What follows belongs to an exercise in optimizing a design on an open flow for small area, a short achievable clock period and few clock cycles; a production flow would make more cautious choices.
Function was checked by simulation only, so behaviour that the tests miss may differ from the original.
No activity file was given, so power comes from the tool's default toggle rates.

==> flow/design.v (excerpt) <==
module lz77_dec (
    input  wire        clk,
    input  wire        rst,              
    input  wire        start,
    input  wire [15:0] npix,             
    output wire        busy,
    output wire        done,             
    output wire        err,              
    input  wire        in_valid,
    output wire        in_ready,
    input  wire [7:0]  in_byte,
    output wire        out_valid,
    input  wire        out_ready,
    output wire [23:0] out_pixel         
);
==> flow/config.mk <==
export PLATFORM = sky130hd
export DESIGN_NAME = lz77_dec
export DESIGN_NICKNAME = lz77_dec
export VERILOG_FILES = /design/flow/design.v
export SDC_FILE = /design/flow/constraint.sdc
export NUM_CORES = 4
export LEC_CHECK = 0
export CAP_MARGIN = 20
export CORE_MARGIN = 2
export CORE_UTILIZATION = 50
export CTS_BUF_LIST = sky130_fd_sc_hd__clkbuf_4
export CTS_CLUSTER_SIZE = 30
export SETUP_SLACK_MARGIN = 5
export SLEW_MARGIN = 20
==> flow/constraint.sdc <==
create_clock -name core_clock -period 8.0 [get_ports {clk}]
set_input_delay 1.6000 -clock core_clock [delete_from_list [all_inputs] [get_ports {clk}]]
set_output_delay 1.6000 -clock core_clock [all_outputs]
set_load 0.01 [all_outputs]
standard.sh (not shown) runs the stock make flow with config.mk's settings and CLKGATE_MAP_FILE= SYNTH_SCRIPT=/design/flow/synth_recipe.tcl, a recipe that flattens the netlist after the stock synthesis.
==> flow/flow/run.sh <==
#!/bin/bash
# The standard layout, with plain buffers (buf_2) on the ports instead of
# the delay-cell buffers that buffer_ports picks by default. The whole
# make output goes to standard.log; ORFS keeps each step's log under orfs/logs.
set -euo pipefail
export BUFFER_PORTS_ARGS="-buffer_cell sky130_fd_sc_hd__buf_2"
bash standard.sh > standard.log 2>&1
The first run completed with no timing, DRC or antenna violations.
Testbench counts at the start, summed over its fixed seeds: cycles 47,934.
Edit:
==> flow/flow/run.sh (replaced) <==
#!/bin/bash
# The standard layout, with plain buffers (buf_2) on the ports instead of
# the delay-cell buffers that buffer_ports picks by default, and timing
# repair aiming at 5.4 ns of setup slack. The whole make output goes to
# standard.log; ORFS keeps each step's log under orfs/logs.
set -euo pipefail
export BUFFER_PORTS_ARGS="-buffer_cell sky130_fd_sc_hd__buf_2"
export SETUP_SLACK_MARGIN=5.4
bash standard.sh > standard.log 2>&1
CTS_BUF_LIST = sky130_fd_sc_hd__clkbuf_8   (was sky130_fd_sc_hd__clkbuf_4)
SETUP_SLACK_MARGIN = default   (was 5)
Result:
- sequential cell count stays the same
- design area climbs by a few percent
- wire length climbs by a little under a tenth
- combinational power climbs by roughly a tenth
- worst setup slack improves by 0.040 ns
- die area does not change
- utilization climbs by 3.2 points
- sequential share of layout area drops by 2.2 points
- synthesized area stays the same
- power climbs by about a fifth
Edit:
==> flow/flow/run.sh (replaced) <==
#!/bin/bash
# The standard layout, with plain buffers (buf_2) on the ports instead of
# the delay-cell buffers that buffer_ports picks by default. The whole
# make output goes to standard.log; ORFS keeps each step's log under orfs/logs.
set -euo pipefail
export BUFFER_PORTS_ARGS="-buffer_cell sky130_fd_sc_hd__buf_2"
bash standard.sh > standard.log 2>&1
CTS_BUF_LIST = sky130_fd_sc_hd__clkbuf_4 sky130_fd_sc_hd__clkbuf_8   (was sky130_fd_sc_hd__clkbuf_8)
SETUP_SLACK_MARGIN = 5   (was default)
=> Cell area is lower by 4.0%; synthesized area stays the same; flip-flop and latch count is unchanged; worst hold slack is better by 0.016 ns; die area stays the same.
Edit:
==> flow/flow/run.sh (replaced) <==
#!/bin/bash
# The standard layout, with plain buffers (buf_1) on the ports instead of
# the delay-cell buffers that buffer_ports picks by default. The whole
# make output goes to standard.log; ORFS keeps each step's log under orfs/logs.
set -euo pipefail
export BUFFER_PORTS_ARGS="-buffer_cell sky130_fd_sc_hd__buf_1"
bash standard.sh > standard.log 2>&1
CTS_BUF_LIST = sky130_fd_sc_hd__clkbuf_8   (was sky130_fd_sc_hd__clkbuf_4 sky130_fd_sc_hd__clkbuf_8)
Outcome:
- wire length drops by 0.55%
- utilization climbs by 0.11 points
- die area does not change
Edit:
==> flow/run.sh (new file) <==
#!/bin/bash
# synth_recipe.tcl (not shown) runs the flow's synth.tcl, then flattens the netlist and writes it again
# the make line also repeats each setting of config.mk as NAME=value (left out here)
make -C /OpenROAD-flow-scripts/flow DESIGN_CONFIG=/design/flow/config.mk WORK_HOME=/design/flow/orfs CLKGATE_MAP_FILE= SYNTH_SCRIPT=/design/flow/synth_recipe.tcl finish
removed: flow/flow/run.sh
removed: flow/standard.sh
Synthesized area stays the same.
Via count rose by 1.3%.
Non-clock buffer count rose by 12.
Utilization rose by 2.6 points.
Register-to-register slack is about the same.
Setup slack is about the same.
Edit:
==> flow/flow/run.sh (new file) <==
#!/bin/bash
# The standard layout, with plain buffers (buf_2) on the ports instead of
# the delay-cell buffers that buffer_ports picks by default. The whole
# make output goes to standard.log; ORFS keeps each step's log under orfs/logs.
set -euo pipefail
export BUFFER_PORTS_ARGS="-buffer_cell sky130_fd_sc_hd__buf_2"
bash standard.sh > standard.log 2>&1
==> flow/standard.sh (new file) <==
#!/bin/bash
# synth_recipe.tcl (not shown) runs the flow's synth.tcl, then flattens the netlist and writes it again
# the make line also repeats each setting of config.mk as NAME=value (left out here)
make -C /OpenROAD-flow-scripts/flow DESIGN_CONFIG=/design/flow/config.mk WORK_HOME=/design/flow/orfs CLKGATE_MAP_FILE= SYNTH_SCRIPT=/design/flow/synth_recipe.tcl "${@:-finish}"
CORE_UTILIZATION = 60   (was 50)
removed: flow/run.sh
The changed run went through all stages and came out clean.
Routed wire length decreases by 4.0%.
Clock power increases by about 3%.
Maximum frequency is lower by 0.35%.
Critical path depth is unchanged.
Clock skew hardly moves.
Area after synthesis does not change.
Count of clock-buffer cells in the layout is higher by 2.
Design area falls by 4.4%.


Another version of the RTL of lz77_dec (not shown whole).
Size in the first run: ~800 cells after synthesis, ~120 flip-flops.
Settings: LEC_CHECK=0, CAP_MARGIN=20, CORE_MARGIN=2, CORE_UTILIZATION=70, CTS_BUF_LIST=sky130_fd_sc_hd__clkbuf_8, CTS_CLUSTER_SIZE=30, SETUP_SLACK_MARGIN=5, SLEW_MARGIN=20; clock period 8.0 ns.
run.sh (not shown) runs the stock make flow with config.mk's settings and CLKGATE_MAP_FILE= SYNTH_SCRIPT=/design/flow/synth_recipe.tcl, a recipe that flattens the netlist after the stock synthesis.
Stock flow here: none of the scripts above is used.
Testbench counts at the start, summed over its fixed seeds: cycles 47,934.
Next try:
==> flow/flow/run.sh (new file) <==
#!/bin/bash
# The standard layout, with plain buffers (buf_2) on the ports instead of
# the delay-cell buffers that buffer_ports picks by default. The whole
# make output goes to standard.log; ORFS keeps each step's log under orfs/logs.
set -euo pipefail
export BUFFER_PORTS_ARGS="-buffer_cell sky130_fd_sc_hd__buf_2"
bash standard.sh > standard.log 2>&1
==> flow/standard.sh (new file) <==
#!/bin/bash
# synth_recipe.tcl (not shown) runs the flow's synth.tcl, then flattens the netlist and writes it again
# the make line also repeats each setting of config.mk as NAME=value (left out here)
make -C /OpenROAD-flow-scripts/flow DESIGN_CONFIG=/design/flow/config.mk WORK_HOME=/design/flow/orfs CLKGATE_MAP_FILE= SYNTH_SCRIPT=/design/flow/synth_recipe.tcl "${@:-finish}"
--- a/flow/config.mk
+++ b/flow/config.mk
@@ -9,3 +9,3 @@
 export CORE_MARGIN = 2
-export CORE_UTILIZATION = 70
+export CORE_UTILIZATION = 40
 export CTS_BUF_LIST = sky130_fd_sc_hd__clkbuf_8
removed: flow/run.sh
Outcome: The changed run ran to the end with no violations; fmax increases by 7.0%; design area drops by 2.9%; clock power came out higher by about 2%; total power came out lower by 2.3%; worst setup slack gains 230 ps; global-route usage drops by 19 points; register-to-register slack improved by 60 ps; first-iteration DRC count came out lower by 63%; sequential cell count does not change.

separate check: timing with driven ports:
No port has a modelled driver above. Below, the same layouts with a new extraction and two added sets of constraints.
Step 1 sets driving cells, clkbuf_16 on the clock port and buf_2 on the other inputs (assumed; they add their load-dependent delay and slew).
Step 2, shift: input delay + t, output delay - t, t = (earliest + latest rising clock arrival at the registers) / 2. This alone moves slack from input paths to output paths.
Three values: no drivers, after step 1, after step 2; two values: the first two.
run | t (ns) | setup WS [ns] | worst data-port slew with drivers (ns)
the first run of note 1 | 0.565 | 4.980 / 4.942 / 4.618 | 0.03
the second run of note 1 | 0.508 | 5.020 / 4.976 / 4.834 | 0.04
the third run of note 1 | 0.480 | 5.072 / 5.035 / 4.659 | 0.03
the fourth run of note 1 | 0.478 | 5.034 / 4.997 / 4.712 | 0.04
the fifth run of note 1 | 0.492 | 5.034 / 4.999 / 4.575 | 0.04
the sixth run of note 1 | 0.489 | 5.024 / 4.986 / 4.659 | 0.03
the first run of note 2 | 0.495 | 4.526 / 4.490 / 4.490 | 0.05
the second run of note 2 | 0.491 | 4.754 / 4.717 / 4.586 | 0.03
After both steps every run listed still meets setup and hold. For the fifth run of note 1, which loses most, drivers alone change the setup slack by -0.035 ns; drivers and shift together by -0.459 ns.
